This is an optimization exercise on Yosys and OpenROAD, whose aim is small area, a short achievable clock period and few clock cycles, not a production implementation. At most, simulation tests tie the RTL to the original design; equivalence was not proved. Only the layout flow was run in runs 1 and 2; the RTL was not checked for function there. In runs 5 to 8 the design's own scripts or RTL, not TritonCTS, make the clock network. The flow treats the clock pin as an ideal source. Dropping or thinning the clock tree relies on that and would not hold on a real chip. Power figures rest on the tool's default switching activity, not on a simulated workload.

$ cat flow/config.mk
export PLATFORM = sky130hd
export DESIGN_NAME = lidar_framer
export DESIGN_NICKNAME = lidar_framer
export VERILOG_FILES = /design/flow/design.v
export SDC_FILE = /design/flow/constraint.sdc
export NUM_CORES = 4
export LEC_CHECK = 0
export ABC_CLOCK_PERIOD_IN_PS = 4000
export CAP_MARGIN = 20
export CORE_MARGIN = 2
export CORE_UTILIZATION = 55
export PLACE_DENSITY = 0.7
export SLEW_MARGIN = 20
$ cat flow/design.v
module lidar_framer (
    input  wire         clk,
    input  wire         rst,
    input  wire         cancel,
    input  wire         in_valid,
    input  wire [7:0]   in_data,
    output reg          in_ready,
    output reg          out_valid,
    input  wire         out_ready,
    output wire [339:0] out_rec,
    output reg          err_valid,
    output wire [1:0]   err_code,
    output reg          drop_pulse
);
    reg          in_frame;      
    reg  [5:0]   idx;           
    reg          have_prev;     
    reg          prev_54;       
    reg  [5:0]   nk;            
    reg  [7:0]   sum_lo;
    reg  [5:0]   sum_hi;
    reg          sum_c;
    reg          lo_ok;
    reg  [335:0] sr;
    wire active   = !rst && !cancel;
    wire take     = active && in_valid && in_ready;
    wire consume  = take;
    wire [7:0] d  = in_data;
    wire is_data  = (idx != 6'd42) && (idx <= 6'd44);
    wire is_sum   = (idx <= 6'd44);
    wire is_c0    = (idx == 6'd45);
    wire is_c1    = (idx == 6'd46);
    wire f_consume = consume && in_frame;
    wire s_consume = consume && !in_frame;
    wire hdr       = s_consume && have_prev && prev_54 && (d == 8'h2C);
    wire new_drop  = s_consume && have_prev && !hdr;
    wire nk_is1    = (nk == 6'd1);
    wire fire_drop = in_frame ? (f_consume && !is_c1 && idx >= nk)
                              : (s_consume && nk_is1);
    wire done      = f_consume && is_c1;
    wire cks_ok    = lo_ok && (d[7:6] == 2'b00) && (sum_hi == d[5:0]);
    wire [8:0] lo_add = {1'b0, sum_lo} + {1'b0, d};
    wire in_frame_n = active && (hdr || (in_frame && !done));
    wire ov_n       = !rst && ((done && cks_ok) || (out_valid && !out_ready));
    always @(posedge clk)
        in_ready <= !(ov_n && in_frame_n);
    always @(posedge clk) begin
        if (!active) begin
            in_frame  <= 1'b0;
            have_prev <= 1'b0;
            nk        <= 6'd46;
        end else begin
            if (hdr)
                in_frame <= 1'b1;
            else if (done)
                in_frame <= 1'b0;
            if (s_consume)
                have_prev <= !hdr;
            else if (done)
                have_prev <= 1'b0;
            if (done)
                nk <= 6'd46;
            else if (hdr)
                nk <= nk_is1 ? 6'd2 : nk;
            else if (new_drop && !nk_is1)
                nk <= nk - 6'd1;
        end
        if (s_consume)
            prev_54 <= (d == 8'h54);
        if (hdr)
            idx <= 6'd2;
        else if (f_consume)
            idx <= idx + 6'd1;
    end
    always @(posedge clk) begin
        if (hdr) begin
            sum_lo <= 8'h80;             
            sum_hi <= 6'd0;
            sum_c  <= 1'b0;
        end else begin
            sum_hi <= sum_hi + {5'd0, sum_c};
            sum_c  <= 1'b0;
            if (f_consume && is_sum) begin
                sum_lo <= lo_add[7:0];
                sum_c  <= lo_add[8];
            end
        end
        if (f_consume && is_c0)
            lo_ok <= (sum_lo == d);
    end
    always @(posedge clk) begin
        if (f_consume && is_data)
            sr <= {sr[327:0], d};
    end
    always @(posedge clk) begin
        if (rst) begin
            out_valid  <= 1'b0;
            err_valid  <= 1'b0;
            drop_pulse <= 1'b0;
        end else begin
            out_valid  <= ov_n;
            err_valid  <= done && !cks_ok;
            drop_pulse <= fire_drop;
        end
    end
    assign err_code = {err_valid, err_valid};
    assign out_rec[15:0]  = {sr[8*(43-3) +: 8], sr[8*(43-2) +: 8]};
    assign out_rec[31:16] = {sr[8*(43-5) +: 8], sr[8*(43-4) +: 8]};
    assign out_rec[47:32] = {sr[7:0], sr[15:8]};
    assign out_rec[51:48] = 4'd12;
    genvar p;
    generate
        for (p = 0; p < 12; p = p + 1) begin : g_pt
            assign out_rec[52+24*p +: 16] = {sr[8*(43-(7+3*p)) +: 8], sr[8*(43-(6+3*p)) +: 8]};
            assign out_rec[68+24*p +: 8]  = sr[8*(43-(8+3*p)) +: 8];
        end
    endgenerate
endmodule
$ cat flow/constraint.sdc
create_clock -name core_clock -period 10.0 [get_ports {clk}]
set_input_delay 2.0000 -clock core_clock [delete_from_list [all_inputs] [get_ports {clk}]]
set_output_delay 2.0000 -clock core_clock [all_outputs]
set_load 0.01 [all_outputs]
$ cat flow/flow/unroot.tcl
set block [ord::get_db_block]
set port_net [[$block findBTerm clk] getNet]
set roots {}
foreach it [$port_net getITerms] { lappend roots [$it getInst] }
if {[llength $roots] == 1} {
  set root [lindex $roots 0]
  set out_net [[$root findITerm X] getNet]
  set loads {}
  foreach it [$out_net getITerms] {
    if {[$it getInst] != $root} { lappend loads $it }
  }
  if {[llength $loads] <= 4} {
    foreach it $loads {
      $it disconnect
      $it connect $port_net
    }
    puts "unroot: removed [$root getName], clk now drives [llength $loads] buffers"
    odb::dbInst_destroy $root
    odb::dbNet_destroy $out_net
  } else {
    puts "unroot: root drives [llength $loads] pins, kept"
  }
}
estimate_parasitics -placement
$ cat flow/standard.sh
#!/bin/bash
# synth_recipe.tcl (not shown) runs the flow's synth.tcl, then flattens the netlist and writes it again
# the make line also repeats each setting of config.mk as NAME=value (left out here)
make -C /OpenROAD-flow-scripts/flow DESIGN_CONFIG=/design/flow/config.mk WORK_HOME=/design/flow/orfs CLKGATE_MAP_FILE= SYNTH_SCRIPT=/design/flow/synth_recipe.tcl "${@:-finish}"
$ cat flow/flow/run.sh
#!/bin/bash
# Standard ORFS layout with the smallest buffer on every port, a clock tree
# built from clkbuf_16 only in larger sink clusters without dummy loads, and
# the clock port driving the tree's first level directly (flow/unroot.tcl).
set -euo pipefail
export BUFFER_PORTS_ARGS="-buffer_cell sky130_fd_sc_hd__buf_1"
export CTS_ARGS="-sink_clustering_enable -repair_clock_nets -dont_use_dummy_load -sink_clustering_size 30 -sink_clustering_max_diameter 100 -buf_list sky130_fd_sc_hd__clkbuf_16"
export POST_CTS_TCL="$(pwd)/flow/unroot.tcl"
bash standard.sh > standard.log 2>&1
==> results of run 1 <==
sequential cells by signal, summed over array words and instances, names as in the netlist:
signal and flops:
sum_lo 8, sum_c 1, out_valid 1, drop_pulse 1, lo_ok 1, idx 6, sr 336, in_frame 1
nk 6, have_prev 1, prev_54 1, in_ready 1, err_valid 1, sum_hi 6
layer usage:
metal	vias up	GRT usage [%]	part of all wire [%]
li1	2924	-	-
met1	3063	25.72	40
met2	290	31.93	50
met3	43	4.593	8.0
met4	0	4.894	2.7
met5	-	0	0
cell usage in the layout (no fill, tap or decap), types with 2 or more instances in the layout:
master	netlist	final
xor2_1	11	11
nand3b_1	2	2
o21ai_0	2	2
mux2i_1	2	2
nand2_1	15	15
dfxtp_1	33	33
nand4_1	6	6
nand4b_1	2	2
buf_4	6	3
nor2b_1	3	3
clkbuf_16	0	15
or4_4	2	2
o32ai_1	2	2
and3_1	2	2
nor2_1	28	28
o22ai_1	2	2
nand3_1	5	5
a211oi_1	6	6
ha_1	22	22
nor3_1	6	6
a31oi_1	3	3
nor4_1	2	2
a21o_1	5	5
edfxtp_1	338	338
inv_1	10	10
buf_1	0	354
or4_1	2	2
or3_1	3	3
xnor2_1	10	10
o21ai_1	5	5
a21oi_1	10	9
conb_1	2	4
critical path, stage by stage:
cell and delay [ps]:
buf_1 120, and4bb_2 360, nand4_1 590, a21oi_4 310, buf_4 640, buf_12 630
report_power, final:
| group | total [W] | switching [W] | internal (W) |
|---|---|---|---|
| Combinational | 0.0000145 | 0.00000923 | 0.00000527 |
| Clock | 0.000671 | 0.000399 | 0.000273 |
| Sequential | 0.00166 | 0.0000000887 | 0.00166 |
| Total | 0.00235 | 0.000408 | 0.00194 |
stage by stage:
step	utilization [%]	instances	hold slack (ps)
2_1_floorplan	-	574	435.6
3_3_place_gp	63.62	1201	428.0
3_5_place_dp	63.62	1201	430.3
5_1_grt	65.46	1217	392.5
6_report	65.46	1217	389.4
final timing paths:
check,from,endpoint,slack (ps),depth (start not counted)
hold reg to reg,sr[16],sr[24],390,0
hold / removal,sr[16],sr[24],390,0
setup reg to reg,idx[1],sr[164],6410,7
setup / recovery,rst,sr[164],5070,6
area by class of cell:
cell class	count	area share, %
clock buffers	15	2.627
flip-flops and latches	371	75.67
inverters	11	0.2890
repair buffers	359	9.792
multi-input cells	181	9.170
well taps	280	2.452
kinds of logic after synthesis:
| group | share of synthesized area (%) |
|---|---|
| AOI/OAI and AO/OA | 2.068 |
| xor gates and xnor gates | 1.505 |
| adders and majority gates | 2.416 |
| buffers and inverters | 0.9726 |
| DFF | 88.46 |
| muxes | 0.1638 |
| other | 0.06145 |
| and+or+nand+nor | 4.351 |
==> flow_summary.yaml, run 1 <==
status:
  status: "no timing/DRC/antenna violations"
timing:
  final_hold_viol_count: 0
  min_period_ps: 4933
  setup_ws_ps: 5067
  finalCritPeriodShare_pct: 49.33
  slew_violations: 0
  max-slew-margin-rel_pct: 31.11
  grt_setup_unrepaired: "false"
  finalSetupTns_ps: 0
  finClkSkew_ps: 52.37
  tightest_slew_ps: 1033
  setup_viol: 0
  fmaxAchievable_mhz: 202.7
global_routing:
  overflow: 0
  grt_start_max_net_pins: 187
  grt_antenna_before_repair: 0
  grt.total_usage_pct: 19.12
  grt_first_pass_wirelength_um: 35130
  grt_pass1_vias: 5950
logic_synthesis:
  synth-edff-count: 338
  yosysSeqAreaShare_pct: 88.46
  syn-cell-area_sq_mm: 0.01222
  yosys.area.top_type: "edfxtp_1"
  synthDistinctLibCells: 54
  syn_avg_cell_area_sq_um: 21.36
  synth_top_area_share_pct: 83.06
  ys_top_cells_by_count: "edfxtp_1 (338), dfxtp_1 (33), nor2_1 (28)"
  ys_ff_latch: 371
  synth_ff_type: "edfxtp_1"
  synthArstFlopShare_pct: 0
  synthTopCellsByArea: "edfxtp_1 (83%), dfxtp_1 (5.4%), ha_1 (2.3%)"
  yosysMostFrequentCell: "edfxtp_1"
  syn_inst: 572
  synth_warnings: 1
routing:
  drc: 0
  postRouteAntennaNets: 0
  vias: 6320
  firstDrtPassIters: 5
  post_drt_wl_per_cell_um: 19.24
  drt-initial-drc-count: 380
  viasPerCell: 5.193
  wl_um: 23410
pwr:
  p_leak_nw: 4.555
  power_w: 0.002350
  power_density_mw_per_mm2: 164.5
  ir_drop_v: 0.0001154
placement:
  port_buffers: 354
  pre_cts_ws_ps: 4502
  gp_congestion: 0.7990
  placed_area_sq_mm: 0.01388
  place_hpwl_um: 16850
final_layout:
  final_nets: 975
  regArea_sq_mm: 0.01081
  diodes: 0
  area_growth_pct: 16.90
  fillCellCount: 1583
  layout-drive-gt1-share_pct: 3.308
  final_area_sq_mm: 0.01429
  multi_input_area_sq_mm: 0.001310
floorplanning:
  core_sq_mm: 0.02182
  initial_core_util_pct: 56.00
  rows: 54
  fp.dieW_um: 153.1
  fp.dieH_um: 153.1
  ios: 359
  design.die.area_sq_mm: 0.02343
cts:
  clock_sinks: 371
  clk_pin_slew_worst_paths_ps: 110
  clock_latency_ps: 380
flow_run:
  cap_violations: 0
setup_path:
  critPathArrivalTime_ps: 4920
  crit_type: "in2reg"
  cp_max_fo: 186
  cp.required_ps: 9990
  cp-start-kind: "primary input"
  endpoint_kind: "flop"
worst_hold_path:
  hold_class: "reg2reg"
==> run 2: changes to the inputs <==
==> flow/flow/run.sh (replaced) <==
#!/bin/bash
# Standard ORFS layout with the smallest buffer on every port and a clock
# tree built from clkbuf_16 only, in larger sink clusters without dummy
# loads; above the leaf buffers the tree is rebuilt (flow/post_cts.tcl) so
# the clock port drives four quadrant buffers directly. repair_timing aims
# for slack 6.9 ns, which only the paths well behind the output paths miss.
set -euo pipefail
export BUFFER_PORTS_ARGS="-buffer_cell sky130_fd_sc_hd__buf_1"
export CTS_ARGS="-sink_clustering_enable -repair_clock_nets -dont_use_dummy_load -sink_clustering_size 25 -sink_clustering_max_diameter 100 -buf_list sky130_fd_sc_hd__clkbuf_16"
export SETUP_SLACK_MARGIN=6.9
export POST_CTS_TCL="$(pwd)/flow/post_cts.tcl"
bash standard.sh > standard.log 2>&1
==> flow/flow/post_cts.tcl (new file) <==
# POST_CTS_TCL hook: rebuild the clock tree above its leaf buffers so that
# the clock port drives four group buffers (the limit is 4 cell pins), each
# driving the leaf buffers of one quadrant. Then legalize the new buffers.
source [file join [file dirname [info script]] regroup.tcl]
regroup_clock_tree 2 2 sky130_fd_sc_hd__clkbuf_16
detailed_placement
check_placement -verbose
estimate_parasitics -placement
report_clock_skew
==> flow/flow/regroup.tcl (new file) <==
# Run at the end of ORFS's CTS step (POST_CTS_TCL). Keep the clock tree's
# leaf buffers (clkbuf_leaf_*), which drive the register clusters, and
# rebuild the levels above them: the clock port drives NG buffers, each
# placed at the centre of one group of leaf buffers (groups from sorting
# the leaves by x, then by y) and driving that group.
proc regroup_clock_tree { ngx ngy cell } {
  set db [ord::get_db]
  set block [ord::get_db_block]
  set port_net [[$block findBTerm clk] getNet]
  set leaves {}
  set upper {}
  foreach inst [$block getInsts] {
    set n [$inst getName]
    if {[string match clkbuf_leaf_* $n]} {
      lappend leaves $inst
    } elseif {[string match clkbuf_*_clk $n] || [string match clkbuf_*__f_clk $n]} {
      lappend upper $inst
    }
  }
  # detach the leaves and drop the upper levels
  set nets {}
  foreach inst $upper {
    set onet [[$inst findITerm X] getNet]
    if {$onet ne "NULL" && [lsearch $nets $onet] < 0} { lappend nets $onet }
  }
  foreach inst $upper { odb::dbInst_destroy $inst }
  foreach inst $leaves { [$inst findITerm A] disconnect }
  foreach net $nets { odb::dbNet_destroy $net }
  foreach it [$port_net getITerms] { puts "regroup: clk still drives [[$it getInst] getName]" }
  # group the leaves
  set pts {}
  foreach inst $leaves {
    set bb [$inst getBBox]
    lappend pts [list [expr {([$bb xMin] + [$bb xMax]) / 2}] [expr {([$bb yMin] + [$bb yMax]) / 2}] $inst]
  }
  set n [llength $pts]
  set pts [lsort -integer -index 0 $pts]
  set groups {}
  for {set i 0} {$i < $ngx} {incr i} {
    set col [lsort -integer -index 1 [lrange $pts [expr {$i * $n / $ngx}] [expr {($i + 1) * $n / $ngx - 1}]]]
    set m [llength $col]
    for {set j 0} {$j < $ngy} {incr j} {
      lappend groups [lrange $col [expr {$j * $m / $ngy}] [expr {($j + 1) * $m / $ngy - 1}]]
    }
  }
  set master [$db findMaster $cell]
  set k 0
  foreach g $groups {
    if {[llength $g] == 0} { continue }
    set cx 0; set cy 0
    foreach p $g { incr cx [lindex $p 0]; incr cy [lindex $p 1] }
    set cx [expr {$cx / [llength $g]}]
    set cy [expr {$cy / [llength $g]}]
    set inst [odb::dbInst_create $block $master "clkbuf_grp_$k"]
    $inst setLocation [expr {$cx - [$master getWidth] / 2}] [expr {$cy - [$master getHeight] / 2}]
    $inst setPlacementStatus PLACED
    set net [odb::dbNet_create $block "clknet_grp_$k"]
    $net setSigType CLOCK
    [$inst findITerm A] connect $port_net
    [$inst findITerm X] connect $net
    foreach p $g { [[lindex $p 2] findITerm A] connect $net }
    incr k
  }
  puts "regroup: [llength $leaves] leaf buffers in $k groups, [llength $upper] upper buffers removed"
}
removed: flow/flow/unroot.tcl
==> flow_summary.yaml, run 2 <==
status:
  status: "no timing/DRC/antenna violations"
final_layout:
  fillCellCount: 1341
  final_cells: 1332
  top_register: "sr"
  final_cell_mix: "edfxtp_1 (338), buf_1 (314), buf_4 (66), dfxtp_1 (33), clkbuf_16 (32)"
  final_common_cell: "edfxtp_1"
  largest_reg_flops: 336
  top_regs: "sr: 336 flops, sum_lo: 8 flops"
  layout-drive-gt1-share_pct: 19.49
  area_growth_pct: 32.02
  final_nets: 1090
  diodes: 0
global_routing:
  grt_start_max_net_pins: 47
  grt.total_usage_pct: 21.65
  grt_first_pass_wirelength_um: 38890
  grt_antenna_before_repair: 0
  grt_pass1_vias: 6600
  overflow: 0
cts:
  clock_sinks: 371
  clock_latency_ps: 330
  clk_pin_slew_worst_paths_ps: 100
routing:
  post_drt_wl_per_cell_um: 20.75
  vias: 7048
  firstDrtPassIters: 5
  wl_met1_um: 10510
  drc: 0
  met2WireLength_um: 14460
  viasPerCell: 5.291
  routed.top_layer: "met4"
  route.met3.wl_um: 2025
  postRouteAntennaNets: 0
  wl_um: 27640
  drt-initial-drc-count: 441
setup_path:
  cp_max_fo: 6
  critPathArrivalTime_ps: 3420
  cp-start-kind: "primary input"
  ff2ff_setup_slack_ps: 7970
  reg2reg_depth: 9
  cp.required_ps: 10040
  cp-endpoint: "sr[76]"
  crit_start: "cancel"
  r2r-end: "sr[76]"
  endpoint_kind: "flop"
  crit_type: "in2reg"
  crit-reg2reg-launch: "idx[0]"
pwr:
  power_frac_seq_pct: 67.9
  power_w: 0.002452
  ir_drop_v: 0.0001359
  clkPwrFrac_pct: 31.4
  intPower_w: 0.002016
  swShare_pct: 17.77
  p_switching_w: 0.0004357
  power_density_mw_per_mm2: 152.0
  p_leak_nw: 5.493
  combPwrFrac_pct: 0.7
timing:
  setup_viol: 0
  grt_setup_unrepaired: "true"
  finClkSkew_ps: 38.19
  min_period_ps: 3385
  finalSetupTns_ps: 0
  final_hold_viol_count: 0
  fmaxAchievable_mhz: 295.4
  slew_violations: 0
  finalCritPeriodShare_pct: 33.85
logic_synthesis:
  syn-cell-area_sq_mm: 0.01222
  yosys.area.top_type: "edfxtp_1"
  yosysSeqAreaShare_pct: 88.46
  synth_ff_type: "edfxtp_1"
  synth_top_area_share_pct: 83.06
  synth_warnings: 1
  synthArstFlopShare_pct: 0
  ys_top_cells_by_count: "edfxtp_1 (338), dfxtp_1 (33), nor2_1 (28)"
  syn_avg_cell_area_sq_um: 21.36
  synthTopCellsByArea: "edfxtp_1 (83%), dfxtp_1 (5.4%), ha_1 (2.3%)"
  synth-edff-count: 338
  yosysMostFrequentCell: "edfxtp_1"
  ys_ff_latch: 371
  synthDistinctLibCells: 54
  syn_inst: 572
placement:
  port_buffers: 354
  place_hpwl_um: 16770
  numPlacedInstances: 1201
  gp_congestion: 0.8248
floorplanning:
  core_sq_mm: 0.02182
  ios: 359
  initial_core_util_pct: 56.00
  rows: 54
  design.die.area_sq_mm: 0.02343
  fp.dieW_um: 153.1
  fp.dieH_um: 153.1
worst_hold_path:
  hp-start: "sr[74]"
  hold_class: "reg2reg"
flow_run:
  cap_violations: 0
## run 2: power groups by stage
stage / clock [W] / combinational, W / sequential [W]
final: 0.000770 / 0.0000182 / 0.00166
after global routing: 0.000828 / 0.0000201 / 0.00166
after detailed placement: 0 / 0.0000147 / 0.00170
after global placement: 0 / 0.0000144 / 0.00170
after floorplan: 0 / 0.00000958 / 0.00170
## run 2: final cells by class, without the clock buffers
cell class	count	area [sq um]	share of cell area, %
tap	280	350.3	2.172
multi-input combinational	181	1385	8.585
buffer	4	100.1	0.6204
inverter	11	41.29	0.2559
sequential	371	10810	67.01
timing repair buffer	470	3070	19.03
## run 2: kinds of logic after synthesis
logic type	after synthesis	share of synthesized area [%]
AO/OA/AOI/OAI	39	2.068
XOR/XNOR	21	1.505
adder cells (fa/ha/maj)	23	2.416
buffers and inverters	22	0.9726
flip-flops	371	88.46
multiplexers	2	0.1638
other	2	0.06145
AND/OR/NAND/NOR	92	4.351
## run 2: worst max-delay path, stage by stage
cell and delay (ps):
buf_6 90, and4bb_2 330, nand4_1 160, a21oi_4 260, buf_8 150, buf_12 100, buf_12 110, buf_12 110
buf_16 110
## run 2: per-layer routing
metal	GRT usage, %	up-vias
met5	0	-
met4	7.451	0
met3	4.225	39
met2	37.31	357
met1	27.83	3495
li1	-	3157
## run 2: how the worst min path moves through the flow
stage                     depth (start not counted)         to
after global placement                            0    sr[206]
after floorplan                                   2  sum_lo[6]
after global routing                              0     sr[82]
final                                             0     sr[82]
after detailed placement                          0     sr[31]
## run 2: per-stage QoR
| stage | instance area [sq um] | setup slack [ps] | hold slack, ps | util (%) |
|---|---|---|---|---|
| 3_3_place_gp | 13920 | 4529 | 428.9 | 63.77 |
| 5_1_grt | 16130 | 6572 | 450.6 | 73.93 |
| 2_1_floorplan | 12290 | 1288 | 440.0 | - |
| 3_5_place_dp | 13920 | 4450 | 431.7 | 63.77 |
| 6_report | 16130 | 6615 | 433.4 | 73.93 |
==> run 3: changes to the inputs <==
--- a/flow/design.v
+++ b/flow/design.v
@@ -13,4 +13,6 @@
     output reg          drop_pulse
 );
+    reg  [7:0]   d_q;
+    reg          v_q;
     reg          in_frame;      
     reg  [5:0]   idx;           
@@ -23,8 +25,8 @@
     reg          lo_ok;
     reg  [335:0] sr;
+    reg          sh_q;          
     wire active   = !rst && !cancel;
+    wire consume  = v_q;
     wire take     = active && in_valid && in_ready;
-    wire consume  = take;
-    wire [7:0] d  = in_data;
     wire is_data  = (idx != 6'd42) && (idx <= 6'd44);
     wire is_sum   = (idx <= 6'd44);
@@ -33,5 +35,5 @@
     wire f_consume = consume && in_frame;
     wire s_consume = consume && !in_frame;
-    wire hdr       = s_consume && have_prev && prev_54 && (d == 8'h2C);
+    wire hdr       = s_consume && have_prev && prev_54 && (d_q == 8'h2C);
     wire new_drop  = s_consume && have_prev && !hdr;
     wire nk_is1    = (nk == 6'd1);
@@ -39,10 +41,18 @@
                               : (s_consume && nk_is1);
     wire done      = f_consume && is_c1;
-    wire cks_ok    = lo_ok && (d[7:6] == 2'b00) && (sum_hi == d[5:0]);
-    wire [8:0] lo_add = {1'b0, sum_lo} + {1'b0, d};
+    wire cks_ok    = lo_ok && (d_q[7:6] == 2'b00) && (sum_hi == d_q[5:0]);
+    wire [8:0] lo_add = {1'b0, sum_lo} + {1'b0, d_q};
+    wire v_n        = take;
     wire in_frame_n = active && (hdr || (in_frame && !done));
-    wire ov_n       = !rst && ((done && cks_ok) || (out_valid && !out_ready));
-    always @(posedge clk)
-        in_ready <= !(ov_n && in_frame_n);
+    wire ov_n       = !rst && ((done && cks_ok && !cancel) || (out_valid && !out_ready));
+    wire have_prev_n = active && (s_consume ? !hdr : (have_prev && !done));
+    wire prev_54_n  = s_consume ? (d_q == 8'h54) : prev_54;
+    wire data_n     = hdr || (f_consume ? (idx != 6'd41 && idx <= 6'd43) : is_data);
+    always @(posedge clk) begin
+        d_q      <= in_data;
+        v_q      <= v_n;
+        in_ready <= !(ov_n && (in_frame_n || have_prev_n && prev_54_n));
+        sh_q     <= v_n && in_frame_n && data_n;
+    end
     always @(posedge clk) begin
         if (!active) begin
@@ -67,5 +77,5 @@
         end
         if (s_consume)
-            prev_54 <= (d == 8'h54);
+            prev_54 <= (d_q == 8'h54);
         if (hdr)
             idx <= 6'd2;
@@ -87,9 +97,9 @@
         end
         if (f_consume && is_c0)
-            lo_ok <= (sum_lo == d);
+            lo_ok <= (sum_lo == d_q);
     end
     always @(posedge clk) begin
-        if (f_consume && is_data)
-            sr <= {sr[327:0], d};
+        if (sh_q)
+            sr <= {sr[327:0], d_q};
     end
     always @(posedge clk) begin
@@ -100,6 +110,6 @@
         end else begin
             out_valid  <= ov_n;
-            err_valid  <= done && !cks_ok;
-            drop_pulse <= fire_drop;
+            err_valid  <= !cancel && done && !cks_ok;
+            drop_pulse <= !cancel && fire_drop;
         end
     end
==> flow/flow/run.sh (replaced) <==
#!/bin/bash
# Standard ORFS layout with the smallest buffer on every port and a clock
# tree built from clkbuf_16 only, in larger sink clusters without dummy
# loads; above the leaf buffers the tree is rebuilt (flow/post_cts.tcl) so
# the clock port drives four quadrant buffers directly.
set -euo pipefail
export BUFFER_PORTS_ARGS="-buffer_cell sky130_fd_sc_hd__buf_1"
export CTS_ARGS="-sink_clustering_enable -repair_clock_nets -dont_use_dummy_load -sink_clustering_size 25 -sink_clustering_max_diameter 100 -buf_list sky130_fd_sc_hd__clkbuf_16"
export POST_CTS_TCL="$(pwd)/flow/post_cts.tcl"
bash standard.sh > standard.log 2>&1
==> flow_summary.yaml, run 3 <==
global_routing:
  grt.total_usage_pct: 18.50
  grt_first_pass_wirelength_um: 34180
  grt_pass1_vias: 5922
  grt_antenna_before_repair: 0
  overflow: 0
  grt_start_max_net_pins: 190
placement:
  gp_congestion: 0.8057
  placed_area_sq_mm: 0.01412
  port_buffers: 354
  pre_cts_ws_ps: 6952
  place_hpwl_um: 16290
cts:
  clock_sinks: 381
  clk_pin_slew_worst_paths_ps: 90
  clock_latency_ps: 320
timing:
  min_period_ps: 2932
  fmaxAchievable_mhz: 341.1
  setup_ws_ps: 7068
  tightest_slew_ps: 1044
  grt_setup_unrepaired: "false"
  finalSetupTns_ps: 0
  slew_violations: 0
  final_hold_viol_count: 0
  setup_viol: 0
  max-slew-margin-rel_pct: 30.38
  finClkSkew_ps: 46.30
  finalCritPeriodShare_pct: 29.32
logic_synthesis:
  synth-edff-count: 337
  ys_top_cells_by_count: "edfxtp_1 (337), dfxtp_1 (44), nor2_1 (24)"
  yosysSeqAreaShare_pct: 88.34
  yosysMostFrequentCell: "edfxtp_1"
  synthTopCellsByArea: "edfxtp_1 (81%), dfxtp_1 (7.1%), ha_1 (2.2%)"
  synth_ff_type: "edfxtp_1"
  synth_warnings: 1
  synth_top_area_share_pct: 81.26
  synthArstFlopShare_pct: 0
  synthDistinctLibCells: 52
  syn_inst: 590
  ys_ff_latch: 381
  syn-cell-area_sq_mm: 0.01245
  syn_avg_cell_area_sq_um: 21.11
  yosys.area.top_type: "edfxtp_1"
final_layout:
  fin_util_pct: 65.15
  area_growth_pct: 17.37
  diodes: 0
  final_nets: 995
  largest_reg_flops: 336
  top_regs: "sr: 336 flops, d_q: 8 flops, sum_lo: 8 flops"
  final_area_sq_mm: 0.01462
  top_register: "sr"
  fillCellCount: 1598
  layout-drive-gt1-share_pct: 3.448
  final_common_cell: "buf_1"
  final_cell_mix: "buf_1 (354), edfxtp_1 (337), dfxtp_1 (43), nor2_1 (24), ha_1 (22)"
setup_path:
  cp_max_fo: 2
  r2r-end: "sr[242]"
  cp.required_ps: 8000
  crit_start: "sr[197]"
  endpoint_kind: "output pin"
  crit-reg2reg-launch: "sh_q"
  reg2reg_depth: 1
  path_delay_family: "flip-flops"
  cp-start-kind: "flop"
  cp.depth: 1
  crit_path_max_incr_delay_ps: 380
  cp-endpoint: "out_rec[161]"
  crit_type: "reg2out"
  cp_slowest_cell: "edfxtp_1"
  crit_buf_inv: 1
  critPathArrivalTime_ps: 930
  ff2ff_setup_slack_ps: 7700
  crit_chain: "buf_1"
floorplanning:
  fp.dieW_um: 154.5
  ios: 359
  fp.dieH_um: 154.5
  core_sq_mm: 0.02243
  initial_core_util_pct: 55.51
  design.die.area_sq_mm: 0.02386
  rows: 55
routing:
  viasPerCell: 5.140
  post_drt_wl_per_cell_um: 18.89
  drt-initial-drc-count: 391
  drc: 0
  vias: 6384
  firstDrtPassIters: 4
  postRouteAntennaNets: 0
  wl_um: 23460
flow_run:
  cap_violations: 0
pwr:
  ir_drop_v: 0.0001602
  power_density_mw_per_mm2: 171.3
  power_w: 0.002505
  p_leak_nw: 4.703
worst_hold_path:
  hold_class: "reg2reg"
status:
  status: "no timing/DRC/antenna violations"
run 3: through the flow:
step	hold WS, ps	cells
floorplan	435.6	592
global placement	428.7	1222
finish	390.1	1242
detailed placement	430.1	1222
global route	407.6	1242
run 3: layout make-up, without the clock buffers:
cell class | instances | area (sq um) | area share [%]
plain buffers | 4 | 100.1 | 0.6848
flip-flops and latches | 381 | 11000 | 75.29
inverters | 9 | 33.78 | 0.2311
repair buffers | 357 | 1364 | 9.331
multi-input cells | 190 | 1358 | 9.288
well taps | 285 | 356.6 | 2.440
run 3: how the worst min path moves through the flow:
stage               startpoint        end  slack (ps)  depth (start not counted)
detailed placement      sr[39]     sr[47]         430                          0
floorplan            sum_lo[4]  sum_lo[4]         440                          2
global placement       sr[225]    sr[233]         430                          0
finish                  sr[35]     sr[43]         390                          0
global route            sr[73]     sr[81]         410                          0
run 3: kinds of logic (layout without fill, tap and decap cells):
group / after synthesis / after routing / share of synthesized area [%]
buffers and inverters: 21 / 386 / 0.8741
AND/OR/NAND/NOR: 91 / 91 / 3.999
flip-flops: 381 / 381 / 88.34
other: 2 / 4 / 0.06031
AO/OA/AOI/OAI: 44 / 44 / 2.311
adder cells (fa/ha/maj): 23 / 23 / 2.371
XOR/XNOR: 22 / 22 / 1.547
multiplexers: 6 / 6 / 0.5024
run 3: per-layer routing:
layer / up-vias / wire [um] / global-route usage [%]
li1: 2987 / - / -
met1: 3096 / 9521 / 24.48
met2: 265 / 11590 / 30.80
met3: 36 / 1793 / 4.427
met4: 0 / 556 / 5.908
met5: - / 0 / 0
run 3: power by group:
group / total [W] / switching (W) / internal [W]
combinational: 0.0000120 / 0.00000623 / 0.00000578
sequential: 0.00171 / 0.00000416 / 0.00170
clock: 0.000783 / 0.000423 / 0.000360
total: 0.00250 / 0.000433 / 0.00207
Testbench counts of run 3, summed over its fixed seeds: cycles 15,519.
==> run 4: changes to the inputs <==
--- a/flow/flow/run.sh
+++ b/flow/flow/run.sh
@@ -6,5 +6,5 @@
 set -euo pipefail
 export BUFFER_PORTS_ARGS="-buffer_cell sky130_fd_sc_hd__buf_1"
-export CTS_ARGS="-sink_clustering_enable -repair_clock_nets -dont_use_dummy_load -sink_clustering_size 25 -sink_clustering_max_diameter 100 -buf_list sky130_fd_sc_hd__clkbuf_16"
+export CTS_ARGS="-sink_clustering_enable -repair_clock_nets -dont_use_dummy_load -sink_clustering_size 30 -sink_clustering_max_diameter 100 -buf_list sky130_fd_sc_hd__clkbuf_16"
 export POST_CTS_TCL="$(pwd)/flow/post_cts.tcl"
 bash standard.sh > standard.log 2>&1
==> flow_summary.yaml, run 4 <==
setup_path:
  endpoint_kind: "output pin"
  crit_path_max_incr_delay_ps: 460
  crit_type: "reg2out"
  r2r-end: "sr[102]"
  crit_chain: "buf_1"
  cp_slowest_cell: "edfxtp_1"
  reg2reg_depth: 1
  crit_buf_inv: 1
  ff2ff_setup_slack_ps: 7700
  cp-start-kind: "flop"
  cp_max_fo: 2
  crit-reg2reg-launch: "sh_q"
  cp.required_ps: 8000
  path_delay_family: "flip-flops"
  critPathArrivalTime_ps: 940
logic_synthesis:
  synth_top_area_share_pct: 81.26
  ys_ff_latch: 381
  syn-cell-area_sq_mm: 0.01245
  ys_top_cells_by_count: "edfxtp_1 (337), dfxtp_1 (44), nor2_1 (24)"
  synthTopCellsByArea: "edfxtp_1 (81%), dfxtp_1 (7.1%), ha_1 (2.2%)"
  yosysSeqAreaShare_pct: 88.34
  yosysMostFrequentCell: "edfxtp_1"
  synth_warnings: 1
  synth-edff-count: 337
  synth_ff_type: "edfxtp_1"
  yosys.area.top_type: "edfxtp_1"
  syn_avg_cell_area_sq_um: 21.11
  syn_inst: 590
  synthArstFlopShare_pct: 0
  synthDistinctLibCells: 52
final_layout:
  final_nets: 992
  final_cell_mix: "buf_1 (354), edfxtp_1 (337), dfxtp_1 (43), nor2_1 (24), ha_1 (22)"
  top_register: "sr"
  top_regs: "sr: 336 flops, d_q: 8 flops, sum_lo: 8 flops"
  final_common_cell: "buf_1"
  area_growth_pct: 16.77
  largest_reg_flops: 336
  layout-drive-gt1-share_pct: 3.145
  diodes: 0
worst_hold_path:
  hold_class: "reg2reg"
  min_to: "sr[97]"
  hp-start: "sr[89]"
  hold_depth: 0
timing:
  fmaxAchievable_mhz: 339.8
  grt_setup_unrepaired: "false"
  finalCritPeriodShare_pct: 29.43
  tightest_slew_ps: 1050
  finClkSkew_ps: 33.58
  final_hold_viol_count: 0
  hold_ws_ps: 437.6
  setup_ws_ps: 7057
  min_period_ps: 2943
  slew_violations: 0
  setup_viol: 0
  max-slew-margin-rel_pct: 30.02
  finalSetupTns_ps: 0
floorplanning:
  rows: 55
  core_sq_mm: 0.02243
  design.die.area_sq_mm: 0.02386
  initial_core_util_pct: 55.51
  ios: 359
  fp.dieW_um: 154.5
  fp.dieH_um: 154.5
routing:
  firstDrtPassIters: 4
  wl_um: 23170
  viasPerCell: 5.175
  post_drt_wl_per_cell_um: 18.70
  postRouteAntennaNets: 0
  drc: 0
  drt-initial-drc-count: 392
  vias: 6412
pwr:
  ir_drop_v: 0.0001257
  p_leak_nw: 4.666
  power_density_mw_per_mm2: 167.3
cts:
  clock_latency_ps: 320
  clk_pin_slew_worst_paths_ps: 110
  clock_sinks: 381
placement:
  gp_congestion: 0.8057
  place_hpwl_um: 16290
  port_buffers: 354
  pre_cts_ws_ps: 6952
global_routing:
  grt.total_usage_pct: 18.20
  grt_antenna_before_repair: 0
  overflow: 0
  grt_pass1_vias: 5913
  grt_first_pass_wirelength_um: 33710
  grt_start_max_net_pins: 190
flow_run:
  cap_violations: 0
status:
  status: "no timing/DRC/antenna violations"
## run 4: cell count changes in the layout (fill, tap and decap cells not counted), sizes merged
cell	previous run	this run
clkbuf	20	17
## run 4: through the flow
stage | utilization, % | instances | power, W | area (sq um)
2_1_floorplan | - | 592 | 0.001753 | 12460
3_3_place_gp | 62.92 | 1222 | 0.001757 | 14120
3_5_place_dp | 62.92 | 1222 | 0.001757 | 14120
5_1_grt | 64.82 | 1239 | 0.002503 | 14540
6_report | 64.82 | 1239 | 0.002433 | 14540
## run 4: layer usage
metal,share of wire (%),GRT usage (%),vias to the layer above
met4,1.9,4.277,0
li1,-,-,2979
met1,40,23.67,3141
met3,8.3,5.296,37
met2,50,30.76,255
met5,0,0,-
## run 4: cells by family (layout without fill, tap and decap cells)
logic type                 after synthesis  after routing  synth area share, %
buffers and inverters                   21            383               0.8741
muxes                                    6              6               0.5024
xor gates and xnor gates                22             22                1.547
DFF                                    381            381                88.34
AOI/OAI and AO/OA                       44             44                2.311
and+or+nand+nor                         91             91                3.999
adders and majority gates               23             23                2.371
other                                    2              4              0.06031
## run 4: how the worst max path moves through the flow
stage                     startpoint           end  slack [ps]  cells after the start
after floorplan                 sh_q         sr[0]        1630                      0
after global placement           rst      in_ready        6980                      6
after detailed placement         rst      in_ready        6950                      6
final                        sr[262]   out_rec[98]        7060                      1
after global routing         sr[221]  out_rec[137]        7020                      1
## run 4: area by class of cell, without the clock buffers
type / count / area, sq um
inverters: 9 / 33.78
plain buffers: 4 / 100.1
repair buffers: 357 / 1364
flip-flops and latches: 381 / 11000
multi-input cells: 190 / 1358
well taps: 285 / 356.6
fillers: 1614 / 7893
## run 4: where the power goes
part	internal, W	leakage, nW	switching (W)
Clock	0.000309	0.209	0.000403
Sequential	0.00170	3.38	0.00000419
Combinational	0.00000577	1.07	0.00000621
==> run 5: changes to the inputs <==
--- a/flow/design.v
+++ b/flow/design.v
@@ -26,4 +26,5 @@
     reg  [335:0] sr;
     reg          sh_q;          
+    reg          clr_q;         
     wire active   = !rst && !cancel;
     wire consume  = v_q;
@@ -44,17 +45,18 @@
     wire [8:0] lo_add = {1'b0, sum_lo} + {1'b0, d_q};
     wire v_n        = take;
-    wire in_frame_n = active && (hdr || (in_frame && !done));
+    wire in_frame_n = hdr || (in_frame && !done);
     wire ov_n       = !rst && ((done && cks_ok && !cancel) || (out_valid && !out_ready));
-    wire have_prev_n = active && (s_consume ? !hdr : (have_prev && !done));
-    wire prev_54_n  = s_consume ? (d_q == 8'h54) : prev_54;
+    wire may_frame  = hdr || (in_frame && !done) ||
+                      (s_consume ? (!hdr && d_q == 8'h54) : (have_prev && !done && prev_54));
     wire data_n     = hdr || (f_consume ? (idx != 6'd41 && idx <= 6'd43) : is_data);
     always @(posedge clk) begin
         d_q      <= in_data;
         v_q      <= v_n;
-        in_ready <= !(ov_n && (in_frame_n || have_prev_n && prev_54_n));
-        sh_q     <= v_n && in_frame_n && data_n;
+        in_ready <= !(may_frame && ((done && cks_ok) || (out_valid && !out_ready)));
+        clr_q    <= !active;
+        sh_q     <= v_n && !clr_q && in_frame_n && data_n;
     end
     always @(posedge clk) begin
-        if (!active) begin
+        if (clr_q) begin
             in_frame  <= 1'b0;
             have_prev <= 1'b0;
==> flow/flow/run.sh (replaced) <==
#!/bin/bash
# Standard ORFS layout with the smallest buffer on every port, clock tree
# clusters from CTS (clkbuf_16 only, larger clusters, no dummy loads), and the
# tree above the clusters rebuilt by flow/clock_tree.tcl: the clock port
# drives four group inverters, each driving the leaf inverters of a quadrant.
set -euo pipefail
export BUFFER_PORTS_ARGS="-buffer_cell sky130_fd_sc_hd__buf_1"
export CTS_ARGS="-sink_clustering_enable -repair_clock_nets -dont_use_dummy_load -sink_clustering_size 25 -sink_clustering_max_diameter 100 -buf_list sky130_fd_sc_hd__clkbuf_16"
export POST_CTS_TCL="$(pwd)/flow/clock_tree.tcl"
bash standard.sh > standard.log 2>&1
==> flow/flow/clock_tree.tcl (new file) <==
# Clock tree rework, run at the end of ORFS's CTS step (POST_CTS_TCL).
#
# CTS clusters the registers and gives each cluster a leaf buffer
# (clkbuf_leaf_*); those clusters are kept. The levels above them are
# rebuilt: the clock port drives NGX*NGY group cells directly (the limit is 4
# cell pins), each placed at the centre of one group of leaves (groups from
# sorting the leaves by x, then by y) and driving that group. Group cells and
# leaf cells are inverters, so every register sees the clock through two
# inversions, i.e. with its own polarity, and through one fewer stage.

proc out_iterm { inst } {
  foreach it [$inst getITerms] {
    if {[$it isOutputSignal]} { return $it }
  }
  return NULL
}

proc rework_clock_tree { ngx ngy group_cell leaf_cell } {
  set db [ord::get_db]
  set block [ord::get_db_block]
  set port_net [[$block findBTerm clk] getNet]
  set leaves {}
  set upper {}
  foreach inst [$block getInsts] {
    set n [$inst getName]
    if {[string match clkbuf_leaf_* $n]} {
      lappend leaves $inst
    } elseif {[string match clkbuf_*_clk $n] || [string match clkbuf_*__f_clk $n]} {
      lappend upper $inst
    }
  }
  # drop the levels above the leaves
  set nets {}
  foreach inst $upper {
    set onet [[out_iterm $inst] getNet]
    if {$onet ne "NULL" && [lsearch $nets $onet] < 0} { lappend nets $onet }
  }
  foreach inst $upper { odb::dbInst_destroy $inst }
  foreach inst $leaves { [$inst findITerm A] disconnect }
  foreach net $nets { odb::dbNet_destroy $net }
  foreach it [$port_net getITerms] {
    error "clock_tree: clk still drives [[$it getInst] getName]"
  }
  # leaves become inverters, same place and nets
  set lmaster [$db findMaster $leaf_cell]
  set pts {}
  foreach old $leaves {
    set n [$old getName]
    set x [[out_iterm $old] getNet]
    set loc [$old getLocation]
    odb::dbInst_destroy $old
    set inst [odb::dbInst_create $block $lmaster $n]
    $inst setLocation [lindex $loc 0] [lindex $loc 1]
    $inst setPlacementStatus PLACED
    [out_iterm $inst] connect $x
    set bb [$inst getBBox]
    lappend pts [list [expr {([$bb xMin] + [$bb xMax]) / 2}] [expr {([$bb yMin] + [$bb yMax]) / 2}] $inst]
  }
  # group the leaves
  set n [llength $pts]
  set pts [lsort -integer -index 0 $pts]
  set groups {}
  for {set i 0} {$i < $ngx} {incr i} {
    set col [lsort -integer -index 1 [lrange $pts [expr {$i * $n / $ngx}] [expr {($i + 1) * $n / $ngx - 1}]]]
    set m [llength $col]
    for {set j 0} {$j < $ngy} {incr j} {
      lappend groups [lrange $col [expr {$j * $m / $ngy}] [expr {($j + 1) * $m / $ngy - 1}]]
    }
  }
  set gmaster [$db findMaster $group_cell]
  set k 0
  foreach g $groups {
    if {[llength $g] == 0} { continue }
    set cx 0; set cy 0
    foreach p $g { incr cx [lindex $p 0]; incr cy [lindex $p 1] }
    set cx [expr {$cx / [llength $g]}]
    set cy [expr {$cy / [llength $g]}]
    set inst [odb::dbInst_create $block $gmaster "clkbuf_grp_$k"]
    $inst setLocation [expr {$cx - [$gmaster getWidth] / 2}] [expr {$cy - [$gmaster getHeight] / 2}]
    $inst setPlacementStatus PLACED
    set net [odb::dbNet_create $block "clknet_grp_$k"]
    $net setSigType CLOCK
    [$inst findITerm A] connect $port_net
    [out_iterm $inst] connect $net
    foreach p $g { [[lindex $p 2] findITerm A] connect $net }
    incr k
  }
  puts "clock_tree: [llength $leaves] leaves in $k groups, [llength $upper] upper buffers removed"
}

rework_clock_tree 2 2 sky130_fd_sc_hd__inv_12 sky130_fd_sc_hd__inv_12
detailed_placement
check_placement -verbose
estimate_parasitics -placement
report_clock_skew
removed: flow/flow/post_cts.tcl
removed: flow/flow/regroup.tcl
==> flow_summary.yaml, run 5 <==
cts:
  clk_pin_slew_worst_paths_ps: 100
  clock_sinks: 382
  clock_latency_ps: 160
final_layout:
  layout-drive-gt1-share_pct: 3.337
  top_register: "sr"
  final_cells: 1244
  fin_util_pct: 64.47
  top_regs: "sr: 336 flops, d_q: 8 flops, sum_lo: 8 flops"
  largest_reg_flops: 336
  final_nets: 997
  final_cell_mix: "buf_1 (354), edfxtp_1 (338), dfxtp_1 (43), nor2_1 (22), ha_1 (22)"
  final_area_sq_mm: 0.01446
  diodes: 0
  final_common_cell: "buf_1"
  area_growth_pct: 15.83
  fillCellCount: 1612
flow_run:
  cap_violations: 0
global_routing:
  overflow: 0
  grt_first_pass_wirelength_um: 33810
  grt_pass1_vias: 5960
  grt_antenna_before_repair: 0
  grt.total_usage_pct: 18.35
  grt_start_max_net_pins: 96
routing:
  drc: 0
  firstDrtPassIters: 4
  drt-initial-drc-count: 425
  viasPerCell: 5.164
  post_drt_wl_per_cell_um: 18.57
  vias: 6424
  postRouteAntennaNets: 0
  wl_um: 23100
logic_synthesis:
  synth_top_family_by_area: "simple AND/OR/NAND/NOR gates"
  synthMuxAreaShare_pct: 0.2505
  yosysMostFrequentCell: "edfxtp_1"
  synth_xor_area_share_pct: 1.543
  ys_ff_latch: 382
  syn-cell-area_sq_mm: 0.01249
  synthSimpleGateAreaFrac_pct: 3.958
  synth_adder_area_share_pct: 2.365
  ys_top_cells_by_count: "edfxtp_1 (338), dfxtp_1 (44), ha_1 (22), nor2_1 (22), nand2_1 (15)"
  synthTopCellsByArea: "edfxtp_1 (81%), dfxtp_1 (7.1%), ha_1 (2.2%)"
  synth_warnings: 1
  yosys.area.top_type: "edfxtp_1"
  syn_inst: 591
  synth-edff-count: 338
  synth_ff_type: "edfxtp_1"
  syn_avg_cell_area_sq_um: 21.13
  yosysSeqAreaShare_pct: 88.34
  synth-compound-area-share_pct: 2.555
  synth_top_area_share_pct: 81.28
  synthDistinctLibCells: 56
  synthArstFlopShare_pct: 0
pwr:
  intPower_w: 0.001826
  power_density_mw_per_mm2: 162.8
  combPwrFrac_pct: 0.5
  p_leak_nw: 4.672
  ir_drop_v: 0.0001136
  clkPwrFrac_pct: 26.8
  swShare_pct: 22.47
  p_switching_w: 0.0005292
  power_frac_seq_pct: 72.7
worst_hold_path:
  min_to: "sr[40]"
  hold_class: "reg2reg"
  hold_depth: 0
  hp-start: "sr[32]"
floorplanning:
  rows: 55
  core_sq_mm: 0.02243
  fp.dieH_um: 154.7
  fp.dieW_um: 154.7
  initial_core_util_pct: 55.66
  design.die.area_sq_mm: 0.02392
  ios: 359
timing:
  finalCritPeriodShare_pct: 33.66
  grt_setup_unrepaired: "false"
  finalSetupTns_ps: 0
  slew_violations: 0
  min_period_ps: 3366
  tightest_slew_ps: 1060
  fmaxAchievable_mhz: 297.1
  setup_viol: 0
  final_hold_viol_count: 0
  max-slew-margin-rel_pct: 29.34
  setup_ws_ps: 6634
  finClkSkew_ps: 51.85
placement:
  gp_congestion: 0.8126
  placed_area_sq_mm: 0.01413
  numPlacedInstances: 1224
  pre_cts_ws_ps: 6601
  place_hpwl_um: 16180
  port_buffers: 354
setup_path:
  critPathArrivalTime_ps: 3140
  cp_max_fo: 83
  reg2reg_depth: 2
  crit-reg2reg-launch: "sh_q"
  cp.required_ps: 9780
  cp-start-kind: "flop"
  crit_type: "reg2reg"
  r2r-end: "sr[182]"
  ff2ff_setup_slack_ps: 6630
  endpoint_kind: "flop"
status:
  status: "no timing/DRC/antenna violations"
-- run 5: cell count changes in the layout (fill, tap and decap cells not counted), sizes merged, moves of 3 or more --
cell and delta:
nor3b -3, xor2 +5, clkbuf -17, inv +23
nor3 +4, xnor2 -5
-- run 5: per-stage QoR --
stage | hold WS [ps] | power [W]
after global routing | 415.7 | 0.002432
after detailed placement | 430.5 | 0.001761
after floorplan | 437.5 | 0.001758
final | 403.7 | 0.002355
after global placement | 428.8 | 0.001761
-- run 5: area by class of cell --
cell class                 instances  area (sq um)  share of cell area (%)
multi-input combinational        188          1348                   9.317
inverter                          32         370.4                   2.561
tap                              285         356.6                   2.465
timing repair buffer             357          1355                   9.368
sequential                       382         11030                   76.29
-- run 5: worst max-delay path by stage --
stage | to | cells past startpoint | slack [ps] | start
floorplan | sr[0] | 0 | 1630 | sh_q
global placement | sr[162] | 2 | 6730 | sh_q
detailed placement | sr[202] | 2 | 6600 | sh_q
global route | sr[320] | 2 | 6410 | sh_q
finish | sr[182] | 2 | 6630 | sh_q
-- run 5: logic make-up (layout without fill, tap and decap cells) --
logic type | count (synthesis) | after routing
compound gates | 48 | 48
xor+xnor | 22 | 22
fa+ha+maj | 23 | 23
buf+inv | 23 | 389
flops | 382 | 382
mux | 3 | 3
other cells | 2 | 4
simple gates | 88 | 88
-- run 5: critical path, stage by stage, from the launching register on --
cell and delay (ps):
dfxtp_4 1040, buf_4 880, buf_4 920
-- run 5: power by group through the flow --
stage          Combinational [W]  Clock (W)  Sequential (W)
2_1_floorplan         0.00000945          0         0.00175
3_3_place_gp           0.0000111          0         0.00175
3_5_place_dp           0.0000114          0         0.00175
5_1_grt                0.0000132   0.000705         0.00171
6_report               0.0000115   0.000630         0.00171
-- run 5: routing by layer --
metal | global-route usage, % | vias up | routed length (um)
met1 | 24.10 | 3150 | 9426
li1 | - | 3002 | -
met2 | 31.42 | 246 | 11700
met5 | 0 | - | 0
met3 | 3.895 | 26 | 1559
met4 | 5.247 | 0 | 410
Testbench counts of run 5, summed over its fixed seeds: cycles 15,519.
==> run 6: changes to the inputs <==
--- a/flow/config.mk
+++ b/flow/config.mk
@@ -9,5 +9,5 @@
 export CAP_MARGIN = 20
 export CORE_MARGIN = 2
-export CORE_UTILIZATION = 55
-export PLACE_DENSITY = 0.7
+export CORE_UTILIZATION = 60
+export PLACE_DENSITY = 0.72
 export SLEW_MARGIN = 20
==> flow_summary.yaml, run 6 <==
timing:
  final_hold_viol_count: 0
  tightest_slew_ps: 960.0
  setup_viol: 0
  finClkSkew_ps: 41.65
  finalCritPeriodShare_pct: 28.19
  finalSetupTns_ps: 0
  slew_violations: 0
  min_period_ps: 2819
  max-slew-margin-rel_pct: 35.52
  grt_setup_unrepaired: "false"
  fmaxAchievable_mhz: 354.8
final_layout:
  multi_input_area_sq_mm: 0.001348
  final_nets: 997
  layout-drive-gt1-share_pct: 3.337
  final_cell_mix: "buf_1 (354), edfxtp_1 (338), dfxtp_1 (43), nor2_1 (22), ha_1 (22)"
  top_register: "sr"
  area_growth_pct: 15.91
  diodes: 0
  largest_reg_flops: 336
  fillCellCount: 1320
  top_regs: "sr: 336 flops, d_q: 8 flops, sum_lo: 8 flops"
  final_common_cell: "buf_1"
  regArea_sq_mm: 0.01103
pwr:
  power_w: 0.002362
  clkPwrFrac_pct: 27.0
  power_frac_seq_pct: 72.5
  ir_drop_v: 0.0001162
  p_leak_nw: 4.680
  intPower_w: 0.001826
  p_switching_w: 0.0005356
  swShare_pct: 22.68
  power_density_mw_per_mm2: 163.2
  combPwrFrac_pct: 0.5
logic_synthesis:
  synthTopCellsByArea: "edfxtp_1 (81%), dfxtp_1 (7.1%), ha_1 (2.2%)"
  synth_top_area_share_pct: 81.28
  synth_warnings: 1
  synthArstFlopShare_pct: 0
  synth_ff_type: "edfxtp_1"
  yosysSeqAreaShare_pct: 88.34
  synth-edff-count: 338
  syn-cell-area_sq_mm: 0.01249
  yosysMostFrequentCell: "edfxtp_1"
  ys_ff_latch: 382
  synthDistinctLibCells: 56
  yosys.area.top_type: "edfxtp_1"
  ys_top_cells_by_count: "edfxtp_1 (338), dfxtp_1 (44), ha_1 (22), nor2_1 (22), nand2_1 (15)"
  syn_inst: 591
  syn_avg_cell_area_sq_um: 21.13
setup_path:
  reg2reg_depth: 5
  cp-start-kind: "flop"
  r2r-end: "nk[1]"
  critPathArrivalTime_ps: 820
  crit-reg2reg-launch: "d_q[2]"
  cp_max_fo: 2
  crit_buf_inv: 1
  endpoint_kind: "output pin"
  crit_type: "reg2out"
  cp_slowest_cell: "edfxtp_1"
  path_delay_family: "flip-flops"
  crit_path_max_incr_delay_ps: 480
  crit_chain: "buf_1"
  cp.required_ps: 8000
  ff2ff_setup_slack_ps: 7700
routing:
  viasPerCell: 5.291
  post_drt_wl_per_cell_um: 19.84
  wl_um: 24380
  postRouteAntennaNets: 0
  drc: 0
  drt-initial-drc-count: 378
  vias: 6503
  firstDrtPassIters: 4
status:
  status: "no timing/DRC/antenna violations"
flow_run:
  cap_violations: 0
cts:
  clock_latency_ps: 150
  clock_sinks: 382
  clk_pin_slew_worst_paths_ps: 90
global_routing:
  grt_first_pass_wirelength_um: 35710
  overflow: 0
  grt_antenna_before_repair: 0
  grt_start_max_net_pins: 215
  grt_pass1_vias: 5987
  grt.total_usage_pct: 21.24
placement:
  place_hpwl_um: 17050
  gp_congestion: 0.7751
  port_buffers: 354
worst_hold_path:
  min_to: "sr[80]"
  hold_class: "reg2reg"
  hp-start: "sr[72]"
  hold_depth: 0
floorplanning:
  ios: 359
  fp.dieH_um: 148.3
  rows: 52
  fp.dieW_um: 148.3
  initial_core_util_pct: 61.51
  design.die.area_sq_mm: 0.02198
  core_sq_mm: 0.02030
[run 6: routing by layer]
metal	up-vias	share of wire [%]	track usage, %
met5	-	0	0
met4	0	2.4	6.333
met3	38	6.6	3.957
met2	267	50	35.32
met1	3202	41	29.29
li1	2996	-	-
[run 6: worst max path at each step]
stage               slack [ps]    start  cells past startpoint            to
floorplan                 1630     sh_q                      0         sr[0]
global placement          7210   cancel                      4    drop_pulse
detailed placement        7110   cancel                      4    drop_pulse
global route              7110   cancel                      4    drop_pulse
finish                    7180  sr[143]                      1  out_rec[219]
[run 6: cells by family (layout without fill, tap and decap cells)]
logic type                 Yosys count  in the layout  synth area share (%)
buffers and inverters               23            389                0.9318
other                                2              4               0.06014
AOI/OAI and AO/OA                   48             48                 2.555
xor gates and xnor gates            22             22                 1.543
muxes                                3              3                0.2505
DFF                                382            382                 88.34
adders and majority gates           23             23                 2.365
and+or+nand+nor                     88             88                 3.958
[run 6: power by group through the flow]
stage                     clock network (W)  registers (W)   logic (W)
final                              0.000637        0.00171   0.0000117
after global routing               0.000707        0.00171   0.0000133
after detailed placement                  0        0.00175   0.0000115
after global placement                    0        0.00175   0.0000112
after floorplan                           0        0.00175  0.00000945
[run 6: cell type report]
| cell class | instances | share of cell area (%) |
|---|---|---|
| well taps | 270 | 2.334 |
| inverters | 32 | 2.559 |
| flip-flops and latches | 382 | 76.24 |
| multi-input cells | 188 | 9.310 |
| repair buffers | 357 | 9.561 |
[run 6: per-stage QoR]
stage	instance area (sq um)	worst slack (ps)	std cells	hold slack, ps	utilization [%]
2_1_floorplan	12490	1627	593	437.5	-
3_3_place_gp	14120	7209	1208	426.9	69.56
3_5_place_dp	14120	7106	1208	429.4	69.56
5_1_grt	14470	7110	1229	420.6	71.30
6_report	14470	7181	1229	394.5	71.30
==> run 7: changes to the inputs <==
--- a/flow/flow/clock_tree.tcl
+++ b/flow/flow/clock_tree.tcl
@@ -91,5 +91,18 @@
 rework_clock_tree 2 2 sky130_fd_sc_hd__inv_12 sky130_fd_sc_hd__inv_12
 detailed_placement
+estimate_parasitics -placement
+report_clock_skew
+
+# With the faster tree the output paths set the period. Repair the paths that
+# are behind them (in practice the shift enable's buffer tree, which nothing
+# repaired while it met the 10 ns clock easily), aiming a little short of the
+# output paths' slack so that these are left alone.
+set out_path [lindex [find_timing_paths -path_delay max -to [all_outputs]] 0]
+set out_slack [get_property $out_path slack]
+set margin [expr {$out_slack - 0.03}]
+puts "clock_tree: worst output slack $out_slack, repair_timing -setup_margin $margin"
+repair_timing -setup -setup_margin $margin -verbose
+detailed_placement
 check_placement -verbose
 estimate_parasitics -placement
-report_clock_skew
+report_checks -path_delay max -format end -group_path_count 5
==> flow_summary.yaml, run 7 <==
timing:
  tightest_slew_ps: 960.0
  max-slew-margin-rel_pct: 35.52
  slew_violations: 0
  setup_ws_ps: 7181
  finClkSkew_ps: 41.65
  hold_ws_ps: 394.5
  grt_setup_unrepaired: "false"
  finalSetupTns_ps: 0
  fmaxAchievable_mhz: 354.8
  min_period_ps: 2819
  finalCritPeriodShare_pct: 28.19
  final_hold_viol_count: 0
  setup_viol: 0
routing:
  firstDrtPassIters: 4
  met2WireLength_um: 12210
  wl_um: 24380
  post_drt_wl_per_cell_um: 19.84
  vias: 6503
  wl_met1_um: 9966
  route.met3.wl_um: 1619
  drc: 0
  drt-initial-drc-count: 378
  viasPerCell: 5.291
  postRouteAntennaNets: 0
  routed.top_layer: "met4"
setup_path:
  path_delay_family: "flip-flops"
  cp_max_fo: 2
  cp-start-kind: "flop"
  crit_type: "reg2out"
  critPathArrivalTime_ps: 820
  ff2ff_setup_slack_ps: 7700
  endpoint_kind: "output pin"
  crit_path_max_incr_delay_ps: 480
  r2r-end: "nk[1]"
  crit_chain: "buf_1"
  crit_buf_inv: 1
  cp.required_ps: 8000
  cp_slowest_cell: "edfxtp_1"
  crit-reg2reg-launch: "d_q[2]"
  reg2reg_depth: 5
pwr:
  swShare_pct: 22.68
  intPower_w: 0.001826
  power_frac_seq_pct: 72.5
  ir_drop_v: 0.0001162
  clkPwrFrac_pct: 27.0
  power_density_mw_per_mm2: 163.2
  combPwrFrac_pct: 0.5
  p_switching_w: 0.0005356
  p_leak_nw: 4.680
floorplanning:
  initial_core_util_pct: 61.51
  fp.dieW_um: 148.3
  core_sq_mm: 0.02030
  fp.dieH_um: 148.3
  rows: 52
  design.die.area_sq_mm: 0.02198
  ios: 359
final_layout:
  final_nets: 997
  diodes: 0
  top_register: "sr"
  final_cells: 1229
  largest_reg_flops: 336
  area_growth_pct: 15.91
  final_common_cell: "buf_1"
  final_cell_mix: "buf_1 (354), edfxtp_1 (338), dfxtp_1 (43), nor2_1 (22), ha_1 (22)"
  layout-drive-gt1-share_pct: 3.337
  top_regs: "sr: 336 flops, d_q: 8 flops, sum_lo: 8 flops"
  fillCellCount: 1320
logic_synthesis:
  syn_avg_cell_area_sq_um: 21.13
  yosys.area.top_type: "edfxtp_1"
  synth-edff-count: 338
  yosysSeqAreaShare_pct: 88.34
  synth_warnings: 1
  ys_ff_latch: 382
  synthTopCellsByArea: "edfxtp_1 (81%), dfxtp_1 (7.1%), ha_1 (2.2%)"
  synth_ff_type: "edfxtp_1"
  syn_inst: 591
  ys_top_cells_by_count: "edfxtp_1 (338), dfxtp_1 (44), ha_1 (22), nor2_1 (22), nand2_1 (15)"
  synthDistinctLibCells: 56
  syn-cell-area_sq_mm: 0.01249
  synthArstFlopShare_pct: 0
  yosysMostFrequentCell: "edfxtp_1"
  synth_top_area_share_pct: 81.28
worst_hold_path:
  min_to: "sr[80]"
  hold_depth: 0
  hold_class: "reg2reg"
  hp-start: "sr[72]"
placement:
  place_hpwl_um: 17050
  numPlacedInstances: 1208
  gp_congestion: 0.7751
  pre_cts_ws_ps: 7106
  port_buffers: 354
status:
  status: "no timing/DRC/antenna violations"
global_routing:
  grt.total_usage_pct: 21.24
  grt_antenna_before_repair: 0
  grt_start_max_net_pins: 215
  grt_pass1_vias: 5987
  overflow: 0
  grt_first_pass_wirelength_um: 35710
cts:
  clock_latency_ps: 150
  clock_sinks: 382
  clk_pin_slew_worst_paths_ps: 90
flow_run:
  cap_violations: 0
-- run 7: through the flow --
step	total power, W	utilization [%]	area, sq um
after floorplan	0.001758	-	12490
after global placement	0.001761	69.56	14120
final	0.002362	71.30	14470
after global routing	0.002434	71.30	14470
after detailed placement	0.001761	69.56	14120
-- run 7: power by group through the flow --
| stage | clock (W) | sequential (W) | combinational (W) |
|---|---|---|---|
| 2_1_floorplan | 0 | 0.00175 | 0.00000945 |
| 3_3_place_gp | 0 | 0.00175 | 0.0000112 |
| 3_5_place_dp | 0 | 0.00175 | 0.0000115 |
| 5_1_grt | 0.000707 | 0.00171 | 0.0000133 |
| 6_report | 0.000637 | 0.00171 | 0.0000117 |
-- run 7: how the worst max path moves through the flow --
stage / end / slack (ps) / from / cells after the start
final: out_rec[219] / 7180 / sr[143] / 1
after global routing: drop_pulse / 7110 / cancel / 4
after detailed placement: drop_pulse / 7110 / cancel / 4
after global placement: drop_pulse / 7210 / cancel / 4
after floorplan: sr[0] / 1630 / sh_q / 0
-- run 7: layer usage --
layer | vias up | global-route usage [%]
met2 | 267 | 35.32
met3 | 38 | 3.957
met5 | - | 0
met1 | 3202 | 29.29
li1 | 2996 | -
met4 | 0 | 6.333
-- run 7: kinds of logic (layout without fill, tap and decap cells) --
group	Yosys count	count (layout)	synth area share, %
xor+xnor	22	22	1.543
compound gates	48	48	2.555
buf+inv	23	389	0.9318
fa+ha+maj	23	23	2.365
flops	382	382	88.34
other cells	2	4	0.06014
simple gates	88	88	3.958
mux	3	3	0.2505
-- run 7: area by class of cell --
cell class / count / area (sq um) / area share (%)
tap: 270 / 337.8 / 2.334
sequential: 382 / 11030 / 76.24
timing repair buffer: 357 / 1384 / 9.561
inverter: 32 / 370.4 / 2.559
multi-input combinational: 188 / 1348 / 9.310
==> run 8: changes to the inputs <==
--- a/flow/config.mk
+++ b/flow/config.mk
@@ -9,5 +9,5 @@
 export CAP_MARGIN = 20
 export CORE_MARGIN = 2
-export CORE_UTILIZATION = 60
-export PLACE_DENSITY = 0.72
+export CORE_UTILIZATION = 55
+export PLACE_DENSITY = 0.7
 export SLEW_MARGIN = 20
==> flow_summary.yaml, run 8 <==
pwr:
  ir_drop_v: 0.0001136
  p_leak_nw: 4.682
  power_density_mw_per_mm2: 162.5
timing:
  tightest_slew_ps: 919.4
  min_period_ps: 2770
  hold_ws_ps: 403.6
  finalCritPeriodShare_pct: 27.70
  setup_ws_ps: 7230
  setup_viol: 0
  fmaxAchievable_mhz: 361.0
  finClkSkew_ps: 51.21
  max-slew-margin-rel_pct: 38.25
  grt_setup_unrepaired: "false"
  finalSetupTns_ps: 0
  slew_violations: 0
  final_hold_viol_count: 0
setup_path:
  crit_buf_inv: 1
  cp-start-kind: "flop"
  crit-reg2reg-launch: "sh_q"
  cp.required_ps: 8000
  endpoint_kind: "output pin"
  crit_type: "reg2out"
  crit_chain: "buf_1"
  critPathArrivalTime_ps: 770
  crit_path_max_incr_delay_ps: 460
  crit_start: "sr[278]"
  cp_max_fo: 2
  cp_slowest_cell: "edfxtp_1"
  path_delay_family: "flip-flops"
final_layout:
  top_regs: "sr: 336 flops, d_q: 8 flops, sum_lo: 8 flops"
  regArea_sq_mm: 0.01103
  top_register: "sr"
  area_growth_pct: 16.05
  layout-drive-gt1-share_pct: 3.438
  final_common_cell: "buf_1"
  fillCellCount: 1614
  final_nets: 998
  final_cell_mix: "buf_1 (354), edfxtp_1 (338), dfxtp_1 (43), nor2_1 (22), ha_1 (22)"
  multi_input_area_sq_mm: 0.001348
  diodes: 0
  largest_reg_flops: 336
worst_hold_path:
  hp-start: "sr[32]"
  hold_class: "reg2reg"
cts:
  clk_pin_slew_worst_paths_ps: 80
  clock_sinks: 382
  clock_latency_ps: 160
global_routing:
  grt_start_max_net_pins: 96
  grt_pass1_vias: 5958
  overflow: 0
  grt_first_pass_wirelength_um: 33880
  grt.total_usage_pct: 18.43
  grt_antenna_before_repair: 0
status:
  status: "no timing/DRC/antenna violations"
logic_synthesis:
  syn_avg_cell_area_sq_um: 21.13
  yosysSeqAreaShare_pct: 88.34
  synthArstFlopShare_pct: 0
  synthTopCellsByArea: "edfxtp_1 (81%), dfxtp_1 (7.1%), ha_1 (2.2%)"
  ys_ff_latch: 382
  synth_top_area_share_pct: 81.28
  yosys.area.top_type: "edfxtp_1"
  synth-edff-count: 338
  syn_inst: 591
  ys_top_cells_by_count: "edfxtp_1 (338), dfxtp_1 (44), ha_1 (22), nor2_1 (22), nand2_1 (15)"
  yosysMostFrequentCell: "edfxtp_1"
  synthDistinctLibCells: 56
  synth_ff_type: "edfxtp_1"
  syn-cell-area_sq_mm: 0.01249
  synth_warnings: 1
placement:
  pre_cts_ws_ps: 6601
  gp_congestion: 0.8126
  port_buffers: 354
  place_hpwl_um: 16180
routing:
  firstDrtPassIters: 4
  viasPerCell: 5.169
  vias: 6435
  wl_um: 23180
  drt-initial-drc-count: 404
  postRouteAntennaNets: 0
  post_drt_wl_per_cell_um: 18.62
  drc: 0
flow_run:
  cap_violations: 0
floorplanning:
  ios: 359
  fp.dieW_um: 154.7
  fp.dieH_um: 154.7
  design.die.area_sq_mm: 0.02392
  rows: 55
  initial_core_util_pct: 55.66
  core_sq_mm: 0.02243
run 8: kinds of logic after synthesis:
kind of cell    count (synthesis)  share of synthesized area (%)
compound gates                 48                          2.555
xor+xnor                       22                          1.543
fa+ha+maj                      23                          2.365
buf+inv                        23                         0.9318
flops                         382                          88.34
mux                             3                         0.2505
other cells                     2                        0.06014
simple gates                   88                          3.958
run 8: worst paths after layout:
check / endpoint / depth (start not counted) / slack, ps
hold / removal: sr[40] / 0 / 400
setup reg to reg: sr[182] / 2 / 7470
hold reg to reg: sr[40] / 0 / 400
setup / recovery: out_rec[82] / 1 / 7230
run 8: layout make-up:
| type | count | share of cell area (%) |
|---|---|---|
| sequential | 382 | 76.14 |
| inverter | 32 | 2.556 |
| tap | 285 | 2.461 |
| multi-input combinational | 188 | 9.299 |
| timing repair buffer | 358 | 9.541 |
run 8: per-stage QoR:
stage	power, W	instances	utilization [%]	instance area, sq um
2_1_floorplan	0.001758	593	-	12490
3_3_place_gp	0.001761	1224	63.01	14130
3_5_place_dp	0.001761	1224	63.01	14130
5_1_grt	0.002432	1245	64.60	14490
6_report	0.002354	1245	64.60	14490
run 8: metal layers:
metal / part of all wire [%] / vias up / global-route usage, %
met4: 1.8 / 0 / 5.247
met2: 51 / 255 / 31.57
met3: 7.2 / 28 / 3.895
met5: 0 / - / 0
met1: 41 / 3147 / 24.20
li1: - / 3005 / -
run 8: report_power, final:
group	internal [W]	switching, W
logic	0.00000520	0.00000629
registers	0.00171	0.00000376
clock network	0.000111	0.000518

[afterwards: timing with drivers on the ports]
Ports are ideal in the flow. The routed layouts listed here were re-timed in OpenROAD.
Step 1: set_driving_cell puts a clkbuf_16 on clk and a buf_2 on each other input, an assumption about the parent block.
Step 2, shift: input delay + t, output delay - t, t = (earliest + latest rising clock arrival at the registers) / 2. This alone moves slack from input paths to output paths.
Slacks: ideal / step 1 / step 2; pairs: ideal / step 1.
run | shift t [ns] | slack for setup (ns)
run 1 | 0.407 | 5.067 / 5.099 / 4.692
run 2 | 0.409 | 6.615 / 6.681 / 6.272
run 3 | 0.391 | 7.068 / 6.973 / 6.964
run 4 | 0.401 | 7.057 / 6.963 / 6.958
run 5 | 0.311 | 6.634 / 6.634 / 6.634
run 6 | 0.300 | 7.181 / 7.012 / 7.141
run 7 | 0.300 | 7.181 / 7.012 / 7.141
run 8 | 0.310 | 7.230 / 7.052 / 7.180
After both steps setup and hold are still met in every run listed.
